This is an optimization exercise on Yosys and OpenROAD, whose aim is a short achievable clock period and few clock cycles, not a production implementation.
RTL that was checked went through simulation tests only; none was proved equivalent to the original.

## crc32_engine
module crc32_engine (
    input  wire        clk,
    input  wire        rst,
    input  wire        cmd_valid,
    output wire        cmd_ready,
    input  wire [7:0]  cmd,
    input  wire [31:0] din,
    output wire [31:0] dout,
    output wire        err
);
Size: roughly 1,700 cells after synthesis, roughly 77 I/O pins, ~0.016 sq mm of cells after synthesis.
Settings: LEC_CHECK=0, ABC_CLOCK_PERIOD_IN_PS=1000, CAP_MARGIN=20, CORE_MARGIN=2, CORE_UTILIZATION=40, SETUP_SLACK_MARGIN=5.0, SLEW_MARGIN=20, SYNTH_HIERARCHICAL=1, TNS_END_PERCENT=100; clock period 6.0 ns.
standard.sh (not shown) runs the stock make flow with config.mk's settings and CLKGATE_MAP_FILE= SYNTH_SCRIPT=/design/flow/synth_recipe.tcl, a recipe that flattens the netlist after the stock synthesis.
==> flow/flow/run.sh <==
#!/bin/bash
# Standard layout (the standard.sh, which runs the standard synthesis
# script), with more slow cells kept out of synthesis and repair: three-input
# XORs, high-stack OR/NOR/AND-OR cells and the like. Registers are untouched
# (flip-flops are mapped before ABC and none of them is in the list).
set -euo pipefail
PL=$(cat flow/platform_dont_use.txt)
EXTRA=$(cat flow/extra_dont_use.txt)
bash standard.sh "DONT_USE_CELLS=$PL $EXTRA" finish > standard.log 2>&1
Other scripts of this flow, unchanged in this note and not shown: flow/flow/extra_dont_use.txt, flow/flow/platform_dont_use.txt
Change:
SETUP_SLACK_MARGIN = 4.6   (was 5.0)
Effect:
- The changed run passed the timing, DRC and antenna checks
- synthesized area is unchanged
- worst setup slack gets better by 60 ps
- sequential cell count does not change
- maximum frequency rose by 2.6%
Function was not checked in any run of this note: the RTL went through the layout flow alone.

crc32_engine, a different RTL version from the one above (not shown whole).
For scale: about 1400 cells after synthesis, ~210 flip-flops, roughly 77 I/O pins.
==> flow/config.mk <==
export PLATFORM = sky130hd
export DESIGN_NAME = crc32_engine
export DESIGN_NICKNAME = crc32_engine
export VERILOG_FILES = /design/flow/design.v
export SDC_FILE = /design/flow/constraint.sdc
export NUM_CORES = 4
export LEC_CHECK = 0
export ABC_CLOCK_PERIOD_IN_PS = 1000
export CAP_MARGIN = 20
export CORE_MARGIN = 2
export CORE_UTILIZATION = 40
export SETUP_SLACK_MARGIN = 5.0
export SLEW_MARGIN = 20
export TNS_END_PERCENT = 100
==> flow/constraint.sdc <==
create_clock -name core_clock -period 6.0 [get_ports {clk}]
set_input_delay 1.2000 -clock core_clock [delete_from_list [all_inputs] [get_ports {clk}]]
set_output_delay 1.2000 -clock core_clock [all_outputs]
set_load 0.01 [all_outputs]
Scripts as last shown in full above: flow/flow/run.sh
Other scripts of this flow, unchanged in this note and not shown: flow/flow/extra_dont_use.txt, flow/flow/platform_dont_use.txt
The baseline ran to the end with no violations.
Testbench counts at the start, summed over its fixed seeds: cycles 6,042.
Then changed:
--- a/flow/flow/run.sh
+++ b/flow/flow/run.sh
@@ -7,3 +7,3 @@
 PL=$(cat flow/platform_dont_use.txt)
 EXTRA=$(cat flow/extra_dont_use.txt)
-bash standard.sh "DONT_USE_CELLS=$PL $EXTRA" finish > standard.log 2>&1
+bash standard.sh "DONT_USE_CELLS=$PL $EXTRA" REMOVE_ABC_BUFFERS=1 finish > standard.log 2>&1
What happened: Sequential share of layout area fell by 0.47 points. Critical path depth fell by 2. Core utilization rose by 1.5 points. Setup slack is worse by 0.52 ns. Cell area rose by 2.3%. Via count rose by 10%. Die area stays the same.
Then changed:
--- a/flow/flow/run.sh
+++ b/flow/flow/run.sh
@@ -7,3 +7,3 @@
 PL=$(cat flow/platform_dont_use.txt)
 EXTRA=$(cat flow/extra_dont_use.txt)
-bash standard.sh "DONT_USE_CELLS=$PL $EXTRA" REMOVE_ABC_BUFFERS=1 finish > standard.log 2>&1
+bash standard.sh "DONT_USE_CELLS=$PL $EXTRA" finish > standard.log 2>&1
- CAP_MARGIN: 20 -> 10
- SLEW_MARGIN: 20 -> 10
What happened: Setup slack is better by 0.52 ns; register-to-register slack gains 0.52 ns; routed wire length shrinks by 15%; critical path depth came out higher by 2; worst hold slack loses 0.0058 ns; non-clock buffer count decreases by 48.
Then changed:
- CAP_MARGIN: 10 -> 20
- CORE_UTILIZATION: 40 -> 38
- SLEW_MARGIN: 10 -> 20
Effect: Count of clock-buffer cells in the layout goes up by 2; routed wire length goes up by a little under a tenth; worst setup slack got worse by 0.21 ns; synthesized area stays the same; final cell count goes up by a few percent; core utilization goes down by 0.50 points; via count goes up by a few percent; worst hold slack stays flat; design area goes up by a few percent; maximum frequency goes down by a little under a tenth; register-to-register slack got worse by 0.21 ns.
Then changed:
- CORE_UTILIZATION: 38 -> 35
What happened: Die area grows by 8.4%; via count shrinks by 4.4%; routed wire length shrinks by 5.4%; non-clock buffer count shrinks by 44; synthesized area is unchanged; register-to-register slack is better by 0.23 ns; cell area shrinks by 2.0%; worst setup slack is better by 0.23 ns; sequential share of layout area grows by 0.38 points; maximum frequency grows by 10%.

crc32_engine, a different RTL version from the one above (not shown whole).
For scale: roughly 1400 cells after synthesis.
export LEC_CHECK = 0
export ABC_CLOCK_PERIOD_IN_PS = 1000
export CAP_MARGIN = 20
export CORE_MARGIN = 2
export CORE_UTILIZATION = 40
export SETUP_SLACK_MARGIN = 4.3
export SLEW_MARGIN = 20
export TNS_END_PERCENT = 100
create_clock -name core_clock -period 6.0 [get_ports {clk}]
run.sh (not shown) runs the stock make flow with config.mk's settings and CLKGATE_MAP_FILE= SYNTH_SCRIPT=/design/flow/synth_recipe.tcl, a recipe that flattens the netlist after the stock synthesis.
Stock flow here: none of the scripts above is used.
Testbench counts at the start, summed over its fixed seeds: cycles 6,042.
Then changed:
--- a/flow/config.mk
+++ b/flow/config.mk
@@ -8 +8 @@
-export ABC_CLOCK_PERIOD_IN_PS = 1000
+export ABC_CLOCK_PERIOD_IN_PS = 1500
@@ -12 +12 @@
-export SETUP_SLACK_MARGIN = 4.3
+export SETUP_SLACK_MARGIN = 4.0
@@ -14 +13,0 @@
-export TNS_END_PERCENT = 100
After rerunning:
- worst setup slack gets worse by 0.20 ns
- die area is unchanged
- first-iteration DRC count increases by 20%
- final area rises by 2.9%
- routed wire length increases by 6.8%

crc32_engine, a different RTL version from the one above (not shown whole).
Size: roughly 1,500 cells after synthesis, roughly 77 I/O pins.
export LEC_CHECK = 0
export ABC_CLOCK_PERIOD_IN_PS = 1000
export CAP_MARGIN = 20
export CORE_MARGIN = 2
export CORE_UTILIZATION = 40
export SETUP_SLACK_MARGIN = 5.0
export SLEW_MARGIN = 20
export SYNTH_HIERARCHICAL = 1
export TNS_END_PERCENT = 100
create_clock -name core_clock -period 6.0 [get_ports {clk}]
standard.sh (not shown) runs the stock make flow with config.mk's settings and CLKGATE_MAP_FILE= SYNTH_SCRIPT=/design/flow/synth_recipe.tcl, a recipe that flattens the netlist after the stock synthesis.
==> flow/flow/run.sh <==
#!/bin/bash
# Standard layout (the standard.sh, which runs the standard synthesis
# script), with more slow cells kept out of synthesis and repair: three-input
# XORs, high-stack OR/NOR/AND-OR cells and the like. Registers are untouched
# (flip-flops are mapped before ABC and none of them is in the list).
set -euo pipefail
PL=$(cat flow/platform_dont_use.txt)
EXTRA=$(cat flow/extra_dont_use.txt)
bash standard.sh "DONT_USE_CELLS=$PL $EXTRA" finish > standard.log 2>&1
Other scripts of this flow, unchanged in this note and not shown: flow/flow/extra_dont_use.txt, flow/flow/platform_dont_use.txt
The baseline completed with no timing, DRC or antenna violations.
Next try:
Settings changed: SETUP_SLACK_MARGIN 5.0 to 4.6.
The new run completed with no timing, DRC or antenna violations.
Wire length is lower by 1.1%.
Clock-buffer cell count does not change.
Hold slack stays flat.
Final cell count hardly moves.
Die area does not change.
Synthesized area is unchanged.
Worst setup slack loses 0.15 ns.
Cell area stays flat.
No functional check of the RTL was part of any run of this note.

Another version of the RTL of crc32_engine (not shown whole).
For scale: about 1500 cells after synthesis, about 240 flip-flops, about 15000 sq um of cells after synthesis.
Design crc32_engine, start of the top module:
module crc32_engine (
    input  wire        clk,
    input  wire        rst,
    input  wire        cmd_valid,
    output wire        cmd_ready,
    input  wire [7:0]  cmd,
    input  wire [31:0] din,
    output wire [31:0] dout,
    output wire        err
);
==> flow/config.mk <==
export PLATFORM = sky130hd
export DESIGN_NAME = crc32_engine
export DESIGN_NICKNAME = crc32_engine
export VERILOG_FILES = /design/flow/design.v
export SDC_FILE = /design/flow/constraint.sdc
export NUM_CORES = 4
export LEC_CHECK = 0
export ABC_CLOCK_PERIOD_IN_PS = 1000
export CAP_MARGIN = 20
export CORE_MARGIN = 2
export CORE_UTILIZATION = 40
export SETUP_SLACK_MARGIN = 5.0
export SLEW_MARGIN = 20
export TNS_END_PERCENT = 100
==> flow/constraint.sdc <==
create_clock -name core_clock -period 6.0 [get_ports {clk}]
set_input_delay 1.2000 -clock core_clock [delete_from_list [all_inputs] [get_ports {clk}]]
set_output_delay 1.2000 -clock core_clock [all_outputs]
set_load 0.01 [all_outputs]
Scripts as last shown in full above: flow/flow/run.sh
Other scripts of this flow, unchanged in this note and not shown: flow/flow/extra_dont_use.txt, flow/flow/platform_dont_use.txt
Edit:
Settings changed: SETUP_SLACK_MARGIN 5.0 to 4.6.
Cell area falls slightly.
Worst setup slack gains 0.18 ns.
Hold slack stays flat.
Core utilization came out lower by 1.0 points.
No functional check of the RTL was part of any run of this note.

== run A ==
crc32_engine, a different RTL version from the one above (not shown whole).
For scale: about 77 I/O pins.
==> flow/config.mk <==
export PLATFORM = sky130hd
export DESIGN_NAME = crc32_engine
export DESIGN_NICKNAME = crc32_engine
export VERILOG_FILES = /design/flow/design.v
export SDC_FILE = /design/flow/constraint.sdc
export NUM_CORES = 4
export LEC_CHECK = 0
export ABC_CLOCK_PERIOD_IN_PS = 1000
export CAP_MARGIN = 20
export CORE_MARGIN = 2
export CORE_UTILIZATION = 40
export SETUP_SLACK_MARGIN = 5.0
export SLEW_MARGIN = 20
export TNS_END_PERCENT = 100
==> flow/constraint.sdc <==
create_clock -name core_clock -period 6.0 [get_ports {clk}]
set_input_delay 1.2000 -clock core_clock [delete_from_list [all_inputs] [get_ports {clk}]]
set_output_delay 1.2000 -clock core_clock [all_outputs]
set_load 0.01 [all_outputs]
Scripts as last shown in full above: flow/flow/run.sh
Other scripts of this flow, unchanged in this note and not shown: flow/flow/extra_dont_use.txt, flow/flow/platform_dont_use.txt
Run A finished every step from synthesis to the final layout, and the layout passed the timing, DRC and antenna checks.
The inputs of run B differ from those of run A as listed below.
- a change of SETUP_SLACK_MARGIN from 5.0 to 4.6
Results
Global-route wire length before repair: run B vs run A up 0.41%. Per the comparison of run B with run A, clock-pin slew on the worst setup and hold paths roughly the same; proportion of layout cells with a drive suffix above 1 lower. Run B has final non-filler cell area below what run A had. Looking at via count across both flows, run B is the stronger of the two, with run A trailing. Final critical delay including setup and external delays: run A vs run B, no meaningful difference.
Relative to run B, the following input files were edited for run C:
- SETUP_SLACK_MARGIN changed from 4.6 to 5.0
- CORE_UTILIZATION changed from 40 to 35
==> summary.txt <==
From run B to run C the numbers moved as follows: post-CTS setup buffer count shows a reduction of 41, flip-flop and latch count shows no meaningful change, final design area excluding fillers shows a reduction of 5.9%, clock-pin slew of the registers on the worst-case setup and hold paths shows no meaningful change, count of vias placed by the detailed router shows a reduction of 3.1%.
Every stage of the flow completed for run C, and the final layout passed the timing, DRC and antenna checks.
First element of the critical path = x_q[19]$_DFF_P_: run B; first element of the critical path = x_q[7]$_DFF_P_: run C
Run B ended up with met5 as its top layer reached by signal wires; run C ended up with met4.
No run of this note included a check of the RTL's function; only the layout flow was run.

## v52
crc32_engine, a different RTL version from the one above (not shown whole).
Size: roughly 140 flip-flops, roughly 77 I/O pins.
Settings: LEC_CHECK=0, ABC_CLOCK_PERIOD_IN_PS=1000, CAP_MARGIN=20, CORE_MARGIN=2, CORE_UTILIZATION=40, SETUP_SLACK_MARGIN=4.6, SLEW_MARGIN=20, TNS_END_PERCENT=100; clock period 6.0 ns.
Scripts as last shown in full above: flow/flow/run.sh
Other scripts of this flow, unchanged in this note and not shown: flow/flow/extra_dont_use.txt, flow/flow/platform_dont_use.txt
v52: PASS, flow complete, no timing, DRC or antenna violations
Testbench counts of v52, summed over its fixed seeds: cycles 6,042.
--- input diff v52..v17 ---
# v52
export LEC_CHECK = 0
export ABC_CLOCK_PERIOD_IN_PS = 1000
export CAP_MARGIN = 20
export CORE_MARGIN = 2
export CORE_UTILIZATION = 40
export SETUP_SLACK_MARGIN = 4.6
export SLEW_MARGIN = 20
export TNS_END_PERCENT = 100
create_clock -name core_clock -period 6.0 [get_ports {clk}]
# v17
export LEC_CHECK = 0
export ABC_CLOCK_PERIOD_IN_PS = 1000
export CAP_MARGIN = 20
export CORE_MARGIN = 2
export CORE_UTILIZATION = 50
export SETUP_SLACK_MARGIN = 4.3
export SLEW_MARGIN = 20
export TNS_END_PERCENT = 100
create_clock -name core_clock -period 6.0 [get_ports {clk}]
Notes after the runs:
Side by side, number of fillers in the final layout turned out lower in v17 than in v52. Final worst-path cycle share (v17 over v52): increase, 12 points. Compared with v52, in v17 core utilization went up by 15 points; area after detailed placement went down by about 2.2%; finished layout cell area went down by 2.1%; count of non-CTS buffers in the layout went down by 11; placeable core area went down by 21%. Delta (v17 minus v52): routed wire length +7100 µm, number of pins with negative max-slew slack in the final report has remained practically unchanged.
Edits applied to the flow inputs when going from v17 to v12:
# v17
export LEC_CHECK = 0
export ABC_CLOCK_PERIOD_IN_PS = 1000
export CAP_MARGIN = 20
export CORE_MARGIN = 2
export CORE_UTILIZATION = 50
export SETUP_SLACK_MARGIN = 4.3
export SLEW_MARGIN = 20
export TNS_END_PERCENT = 100
create_clock -name core_clock -period 6.0 [get_ports {clk}]
# v12
export LEC_CHECK = 0
export ABC_CLOCK_PERIOD_IN_PS = 1000
export CAP_MARGIN = 20
export CORE_MARGIN = 2
export CORE_UTILIZATION = 40
export SETUP_SLACK_MARGIN = 4.3
export SLEW_MARGIN = 20
export TNS_END_PERCENT = 100
create_clock -name core_clock -period 6.0 [get_ports {clk}]
- Looking at the reports, v12 completed the entire flow and the layout it produced met the timing, DRC and antenna checks.
- Weighted congestion reported at the end of routability-driven placement was higher in the run labelled v12.
- Diff v17 -> v12: number of ordinary and repair buffers in the finished layout picked up an extra 55, worst-case register-to-register setup slack rose 720 ps.
- Non-filler instance count after layout of v12 exceeds that of v17 by a few percent.
- Any difference in flip-flop and latch count between v17 and v12 is small enough to ignore.
- Post-cts repair resize count in v12 is 60 higher than in v17
- v12 against v17: number of multi-input logic gates now sits at about the same level, total standard cell area after synthesis now sits at about the same level, height of the die now sits higher, sequential share of layout area now sits lower.
## Diff of input files: v35 against v12
# v12
export LEC_CHECK = 0
export ABC_CLOCK_PERIOD_IN_PS = 1000
export CAP_MARGIN = 20
export CORE_MARGIN = 2
export CORE_UTILIZATION = 40
export SETUP_SLACK_MARGIN = 4.3
export SLEW_MARGIN = 20
export TNS_END_PERCENT = 100
create_clock -name core_clock -period 6.0 [get_ports {clk}]
# v35
export LEC_CHECK = 0
export ABC_CLOCK_PERIOD_IN_PS = 1000
export CAP_MARGIN = 20
export CORE_MARGIN = 2
export CORE_UTILIZATION = 40
export PLACE_DENSITY = 0.7
export SETUP_SLACK_MARGIN = 4.3
export SLEW_MARGIN = 20
export TNS_END_PERCENT = 100
create_clock -name core_clock -period 6.0 [get_ports {clk}]
==> summary.txt <==
v35 gives less final instance area than v12 did.
Compared to v12, the routing of v35 uses less wire.
Row global-route wire length before repair: v35 lower / v12 higher
[compare] base=v12 new=v35: fmax shows an increase of about 2.7%, number of antenna violations at the first check in global routing went down.
Looking at layout-stage area growth over the synthesis result, v35 sits 12 points lower than v12 does.
v35 ends up with a sequential share of layout area that is 1.2 points higher than in v12.
Total global routing track utilization for v35: 2.3 points down relative to v12
Between v35 and v12, the number of cells in the design after placement figures differ only marginally.

==> port drivers added, routing unchanged <==
Ports are ideal in the flow. The routed layouts listed here were re-timed in OpenROAD. Step 1, drivers: a clkbuf_16 drives clk and a buf_2 each remaining input, both assumed. Step 2 moves the port delays by t, midway between the first and last clock arrival at a register: inputs arrive t later, outputs are due t later. That takes back most of the time a late clock gives input paths. Three values: ideal, step 1, step 2; two values: the first two.
run | t (ns) | setup WS [ns] | slew at the worst register clock pin (ns) | worst data-port slew with drivers (ns)
the first run of note 1 | 0.654 | 3.656 / 3.656 / 3.134 | 0.07 / 0.07 | 0.09
the second run of note 1 | 0.633 | 3.716 / 3.683 / 3.101 | 0.07 / 0.07 | 0.08
the first run of note 2 | 0.581 | 3.756 / 3.734 / 3.195 | 0.07 / 0.07 | 0.08
the second run of note 2 | 0.577 | 3.240 / 3.240 / 3.000 | 0.07 / 0.07 | 0.06
the third run of note 2 | 0.581 | 3.756 / 3.734 / 3.195 | 0.07 / 0.07 | 0.08
the fourth run of note 2 | 0.585 | 3.550 / 3.550 / 3.252 | 0.08 / 0.08 | 0.08
the fifth run of note 2 | 0.589 | 3.780 / 3.728 / 3.247 | 0.07 / 0.07 | 0.09
the first run of note 3 | 0.411 | 3.445 / 3.434 / 3.023 | 0.09 / 0.09 | 0.06
the second run of note 3 | 0.409 | 3.249 / 3.249 / 2.840 | 0.09 / 0.09 | 0.07
the first run of note 4 | 0.597 | 3.426 / 3.426 / 3.034 | 0.07 / 0.07 | 0.14
the second run of note 4 | 0.599 | 3.278 / 3.278 / 3.055 | 0.07 / 0.07 | 0.14
the first run of note 5 | 0.629 | 3.525 / 3.525 / 3.283 | 0.07 / 0.07 | 0.09
the second run of note 5 | 0.612 | 3.701 / 3.676 / 3.222 | 0.07 / 0.07 | 0.09
run A | 0.581 | 3.643 / 3.643 / 3.181 | 0.07 / 0.07 | 0.06
run B | 0.581 | 3.644 / 3.644 / 3.222 | 0.07 / 0.07 | 0.07
run C | 0.564 | 3.631 / 3.545 / 2.981 | 0.07 / 0.07 | 0.15
v52 | 0.512 | 3.682 / 3.701 / 3.189 | 0.08 / 0.08 | 0.05
v17 | 0.475 | 2.955 / 2.955 / 2.955 | 0.08 / 0.08 | 0.08
v12 | 0.505 | 3.573 / 3.589 / 3.084 | 0.07 / 0.07 | 0.06
v35 | 0.481 | 3.636 / 3.633 / 3.152 | 0.07 / 0.07 | 0.07
After both steps setup and hold are still met in every run listed. For run C, which loses most, drivers alone change the setup slack by -0.086 ns; drivers and shift together by -0.650 ns.
